Background: an optimization exercise with open tools, aiming at small area. Do not read the settings as production practice.
Function was checked by simulation only, so behaviour that the tests miss may differ from the original.
Power is estimated from default activity; no workload was simulated. The flow treats the clock pin as an ideal source, which a real chip does not have.

==> flow/design.v (excerpt) <==
module motu_p2_rx (
    input  wire       clk,
    input  wire       rst,         
    input  wire [3:0] cfg_nin,     
    input  wire       in_valid,
    output reg        in_ready,
    input  wire [7:0] in_data,
    input  wire       in_sop,      
    output wire       dl_valid,
    input  wire       dl_ready,
    output wire [3:0] dl_port,
    output wire [7:0] dl_data,
    output wire       dl_last,
    output reg        rp_valid,
    output wire [1:0] rp_code,     
    output wire [7:0] rp_arg
);
export LEC_CHECK = 0
export CAP_MARGIN = 20
export CORE_MARGIN = 2
export CORE_UTILIZATION = 70
export PLACE_DENSITY = 0.9
export SLEW_MARGIN = 20
create_clock -name core_clock -period 12.0 [get_ports {clk}]
standard.sh (not shown) runs the stock make flow with config.mk's settings and CLKGATE_MAP_FILE= SYNTH_SCRIPT=/design/flow/synth_recipe.tcl, a recipe that flattens the netlist after the stock synthesis.
==> flow/flow/run.sh <==
#!/bin/bash
# Own layout flow: the standard flow (standard synthesis, floorplan, placement,
# routing) with a leaner clock tree: larger sink clusters driven by clkbuf_16 and no
# dummy loads, and the smallest buffer on the ports. All tool output goes to
# flow_make.log here; ORFS's per-step logs stay under orfs/logs/.
set -euo pipefail
bash standard.sh \
  "CTS_ARGS=-sink_clustering_enable -repair_clock_nets -dont_use_dummy_load -buf_list sky130_fd_sc_hd__clkbuf_16 -sink_clustering_size 38 -sink_clustering_max_diameter 45" \
  "BUFFER_PORTS_ARGS=-buffer_cell sky130_fd_sc_hd__buf_1" \
  finish > flow_make.log 2>&1
Then changed:
==> flow/flow/run.sh (replaced) <==
#!/bin/bash
# Own layout flow: the standard flow (standard.sh) with
#  - synthesis: the standard synthesis script with an area-oriented ABC
#    recipe (flow/my_synth.tcl) and no adder-cell mapping, so adders are
#    mapped by ABC with the rest of the logic; registers are unchanged;
#  - a leaner clock tree: sink clusters of up to 35 flip-flops driven by
#    clkbuf_16 and no dummy loads;
#  - the smallest buffer (buf_1) on the ports.
# All make/tool output goes to flow_make.log here; ORFS's per-step logs stay
# under orfs/logs/.
set -euo pipefail
export FLOW_SYNTH_TCL="$PWD/synth_recipe.tcl"
bash standard.sh \
  "SYNTH_SCRIPT=$PWD/flow/my_synth.tcl" \
  "ADDER_MAP_FILE=" \
  "CTS_ARGS=-sink_clustering_enable -repair_clock_nets -dont_use_dummy_load -buf_list sky130_fd_sc_hd__clkbuf_16 -sink_clustering_size 35 -sink_clustering_max_diameter 80" \
  "BUFFER_PORTS_ARGS=-buffer_cell sky130_fd_sc_hd__buf_1" \
  finish > flow_make.log 2>&1
==> flow/flow/my_synth.tcl (new file) <==
# The standard synthesis (synth_recipe.tcl, sourced unchanged), with only the
# combinational mapping changed: ABC restructures the logic for size
# (&deepsyn, 240 s) and maps it for area (two rounds of choice networks and
# area-oriented mapping) instead of ORFS's delay-oriented script with
# buffering and upsizing. Registers are mapped and named exactly as in the
# standard synthesis, since ABC only sees the logic between them.
proc abc {args} {
  set i [lsearch -exact $args -script]
  if { $i >= 0 } {
    set args [lreplace $args $i [expr { $i + 1 }] \
      -script "+strash;&get,-n;&deepsyn,-T,240;&put;dch,-f;map,-a;strash;dch,-f;map,-a;topo"]
  }
  yosys abc {*}$args
}
source $::env(FLOW_SYNTH_TCL)
Settings changed: CORE_UTILIZATION 70 to 60, PLACE_DENSITY 0.9 to 0.7.
The new run finished with timing, DRC and antenna clean.
Synthesized cell count climbs slightly.
Sequential share of layout area came out higher by 4.4 points.
Utilization shrinks by 12 points.
Clock power shrinks by a quarter to a third.
Combinational power came out higher by a quarter to a third.
Flip-flop and latch count does not change.
Then changed:
==> flow/flow/my_synth.tcl (replaced) <==
# The standard synthesis (synth_recipe.tcl, sourced unchanged), with only the
# combinational mapping changed: ABC maps for area (two rounds of choice
# networks and area-oriented mapping) instead of ORFS's delay-oriented script
# with buffering and upsizing. Registers are mapped and named exactly as in the
# standard synthesis, since ABC only sees the logic between them.
proc abc {args} {
  set i [lsearch -exact $args -script]
  if { $i >= 0 } {
    set args [lreplace $args $i [expr { $i + 1 }] \
      -script "+strash;dch,-f;map,-a;strash;dch,-f;map,-a;topo"]
  }
  yosys abc {*}$args
}
source $::env(FLOW_SYNTH_TCL)
The new run completed with no timing, DRC or antenna violations.
Global-route usage goes up by 0.29 points.
Routed wire length rose by 1.5%.
Cell area is higher by 0.86%.
Die area increases by 0.63%.
Core utilization rose by 0.37 points.
Register-to-register slack is worse by 0.02 ns.
Count of clock-buffer cells in the layout is unchanged.
Via count rose by 1.8%.
Power goes up by 6.5%.
Sequential share of layout area drops by 0.71 points.
Cell count goes up by 3.3%.

---

Another version of the RTL of motu_p2_rx (not shown whole).
For scale: about 620 flip-flops, roughly 15000 sq um of cells after synthesis.
clock: 12.0 ns
lec_check: 0
cap_margin: 20
core_margin: 2
core_utilization: 60
place_density: 0.7
slew_margin: 20
==> flow/flow/run.sh <==
#!/bin/bash
# Own layout flow: the standard flow (standard synthesis, floorplan, placement,
# routing) with a leaner clock tree: larger sink clusters driven by clkbuf_16 and no
# dummy loads, and the smallest buffer on the ports. All tool output goes to
# flow_make.log here; ORFS's per-step logs stay under orfs/logs/.
set -euo pipefail
bash standard.sh \
  "CTS_ARGS=-sink_clustering_enable -repair_clock_nets -dont_use_dummy_load -buf_list sky130_fd_sc_hd__clkbuf_4 -sink_clustering_size 10 -sink_clustering_max_diameter 40" \
  "BUFFER_PORTS_ARGS=-buffer_cell sky130_fd_sc_hd__buf_1" \
  finish > flow_make.log 2>&1
The first run produced a clean layout.
Change:
--- a/flow/flow/run.sh
+++ b/flow/flow/run.sh
@@ -6,5 +6,5 @@
 set -euo pipefail
 bash standard.sh \
-  "CTS_ARGS=-sink_clustering_enable -repair_clock_nets -dont_use_dummy_load -buf_list sky130_fd_sc_hd__clkbuf_4 -sink_clustering_size 10 -sink_clustering_max_diameter 40" \
+  "CTS_ARGS=-sink_clustering_enable -repair_clock_nets -dont_use_dummy_load -buf_list sky130_fd_sc_hd__clkbuf_16 -sink_clustering_size 33 -sink_clustering_max_diameter 60" \
   "BUFFER_PORTS_ARGS=-buffer_cell sky130_fd_sc_hd__buf_1" \
   finish > flow_make.log 2>&1
After rerunning: The new run produced a clean layout; count of clock-buffer cells in the layout fell by 46; synthesized area does not change; power goes up by about 3.7%.
Change:
==> flow/run.sh (new file) <==
#!/bin/bash
# synth_recipe.tcl (not shown) runs the flow's synth.tcl, then flattens the netlist and writes it again
# the make line also repeats each setting of config.mk as NAME=value (left out here)
make -C /OpenROAD-flow-scripts/flow DESIGN_CONFIG=/design/flow/config.mk WORK_HOME=/design/flow/orfs CLKGATE_MAP_FILE= SYNTH_SCRIPT=/design/flow/synth_recipe.tcl finish
CTS_BUF_LIST = sky130_fd_sc_hd__clkbuf_8   (was not set)
CTS_CLUSTER_SIZE = 30   (was not set)
removed: flow/flow/run.sh
removed: flow/standard.sh
- count of clock-buffer cells in the layout came out higher by 83
- total power came out higher by 20%
- flip-flop and latch count does not change
- routed wire length came out higher by 7.1%
- via count came out higher by 5.3%
- design area came out higher by 8.6%
Change:
==> flow/flow/run.sh (new file) <==
#!/bin/bash
# Own layout flow: the standard flow (standard synthesis, floorplan, placement,
# routing) with a leaner clock tree: larger sink clusters driven by clkbuf_16 and no
# dummy loads, and the smallest buffer on the ports. All tool output goes to
# flow_make.log here; ORFS's per-step logs stay under orfs/logs/.
set -euo pipefail
bash standard.sh \
  "CTS_ARGS=-sink_clustering_enable -repair_clock_nets -dont_use_dummy_load -buf_list sky130_fd_sc_hd__clkbuf_8 -sink_clustering_size 20 -sink_clustering_max_diameter 60" \
  "BUFFER_PORTS_ARGS=-buffer_cell sky130_fd_sc_hd__buf_1" \
  finish > flow_make.log 2>&1
==> flow/standard.sh (new file) <==
#!/bin/bash
# synth_recipe.tcl (not shown) runs the flow's synth.tcl, then flattens the netlist and writes it again
# the make line also repeats each setting of config.mk as NAME=value (left out here)
make -C /OpenROAD-flow-scripts/flow DESIGN_CONFIG=/design/flow/config.mk WORK_HOME=/design/flow/orfs CLKGATE_MAP_FILE= SYNTH_SCRIPT=/design/flow/synth_recipe.tcl "${@:-finish}"
CTS_BUF_LIST = not set   (was sky130_fd_sc_hd__clkbuf_8)
CTS_CLUSTER_SIZE = not set   (was 30)
removed: flow/run.sh
Result: The new run went through all stages and came out clean. Clock-buffer cell count shrinks by 73. Wire length drops by 6.8%. Via count goes down by 5.3%. Synthesized area does not change. Clock skew increases by 0.017 ns. Cell area came out lower by 8.9%.
Change:
--- a/flow/flow/run.sh
+++ b/flow/flow/run.sh
@@ -6,5 +6,5 @@
 set -euo pipefail
 bash standard.sh \
-  "CTS_ARGS=-sink_clustering_enable -repair_clock_nets -dont_use_dummy_load -buf_list sky130_fd_sc_hd__clkbuf_8 -sink_clustering_size 20 -sink_clustering_max_diameter 60" \
+  "CTS_ARGS=-sink_clustering_enable -repair_clock_nets -dont_use_dummy_load -buf_list sky130_fd_sc_hd__clkbuf_16 -sink_clustering_size 24 -sink_clustering_max_diameter 60" \
   "BUFFER_PORTS_ARGS=-buffer_cell sky130_fd_sc_hd__buf_1" \
   finish > flow_make.log 2>&1
ABC_AREA = 1   (was not set)
Setup slack improved by 0.25 ns.
Worst hold slack barely changes.
Via count rose by roughly a tenth.
Count of clock-buffer cells in the layout fell by 3.
Register-to-register slack improves by 0.95 ns.
Power climbs by roughly a tenth.
Change:
--- a/flow/flow/run.sh
+++ b/flow/flow/run.sh
@@ -6,5 +6,5 @@
 set -euo pipefail
 bash standard.sh \
-  "CTS_ARGS=-sink_clustering_enable -repair_clock_nets -dont_use_dummy_load -buf_list sky130_fd_sc_hd__clkbuf_16 -sink_clustering_size 24 -sink_clustering_max_diameter 60" \
+  "CTS_ARGS=-sink_clustering_enable -repair_clock_nets -dont_use_dummy_load -buf_list sky130_fd_sc_hd__clkbuf_16 -sink_clustering_size 30 -sink_clustering_max_diameter 80" \
   "BUFFER_PORTS_ARGS=-buffer_cell sky130_fd_sc_hd__buf_1" \
   finish > flow_make.log 2>&1
ABC_AREA = not set   (was 1)
Wire length shrinks by 6.6%.
Setup slack is worse by 0.27 ns.
Design area came out lower by 1.8%.
First-iteration DRC count came out lower by about 33%.
Area after synthesis barely changes.
Register-to-register slack got worse by 0.94 ns.
Hold slack gains 0.0048 ns.
Via count drops by about 9%.
Utilization drops by 0.99 points.
Count of clock-buffer cells in the layout is lower by 10.

-- afterwards: timing with drivers on the ports --
The flow's constraints put no driver on any port. The routed layouts listed below were extracted and timed again, unchanged, in two steps. Step 1 (the two cells are an assumption about what drives the block):
set clk [get_ports {clk}]
set_driving_cell -lib_cell sky130_fd_sc_hd__clkbuf_16 $clk
set_driving_cell -lib_cell sky130_fd_sc_hd__buf_2 [delete_from_list [all_inputs] $clk]
Step 2, shift: input delay + t, output delay - t, t = (earliest + latest rising clock arrival at the registers) / 2. This alone moves slack from input paths to output paths. Three values: ideal, step 1, step 2; two values: the first two.
| run | t, ns | setup WS [ns] | worst setup path after step 2 | slew at the worst register clock pin (ns) |
|---|---|---|---|---|
| the first run of note 1 | 0.558 | 5.910 / 5.874 / 5.874 | input to output | 0.10 / 0.10 |
| the second run of note 1 | 0.566 | 6.321 / 6.299 / 6.299 | input to output | 0.12 / 0.12 |
| the third run of note 1 | 0.575 | 6.431 / 6.407 / 6.407 | input to output | 0.12 / 0.12 |
| the first run of note 2 | 0.670 | 5.749 / 5.720 / 5.720 | input to output | 0.11 / 0.11 |
| the second run of note 2 | 0.587 | 5.753 / 5.724 / 5.724 | input to output | 0.11 / 0.11 |
| the third run of note 2 | 0.625 | 5.062 / 5.027 / 5.027 | input to output | 0.07 / 0.07 |
| the fourth run of note 2 | 0.576 | 5.761 / 5.732 / 5.732 | input to output | 0.12 / 0.12 |
| the fifth run of note 2 | 0.539 | 6.006 / 5.980 / 5.980 | input to output | 0.09 / 0.09 |
| the sixth run of note 2 | 0.578 | 5.740 / 5.712 / 5.712 | input to output | 0.11 / 0.11 |
After both steps setup and hold are still met in every run listed. The setup slack of the first run of note 1, which loses most, moves by -0.036 ns with the drivers and by -0.036 ns with both steps.
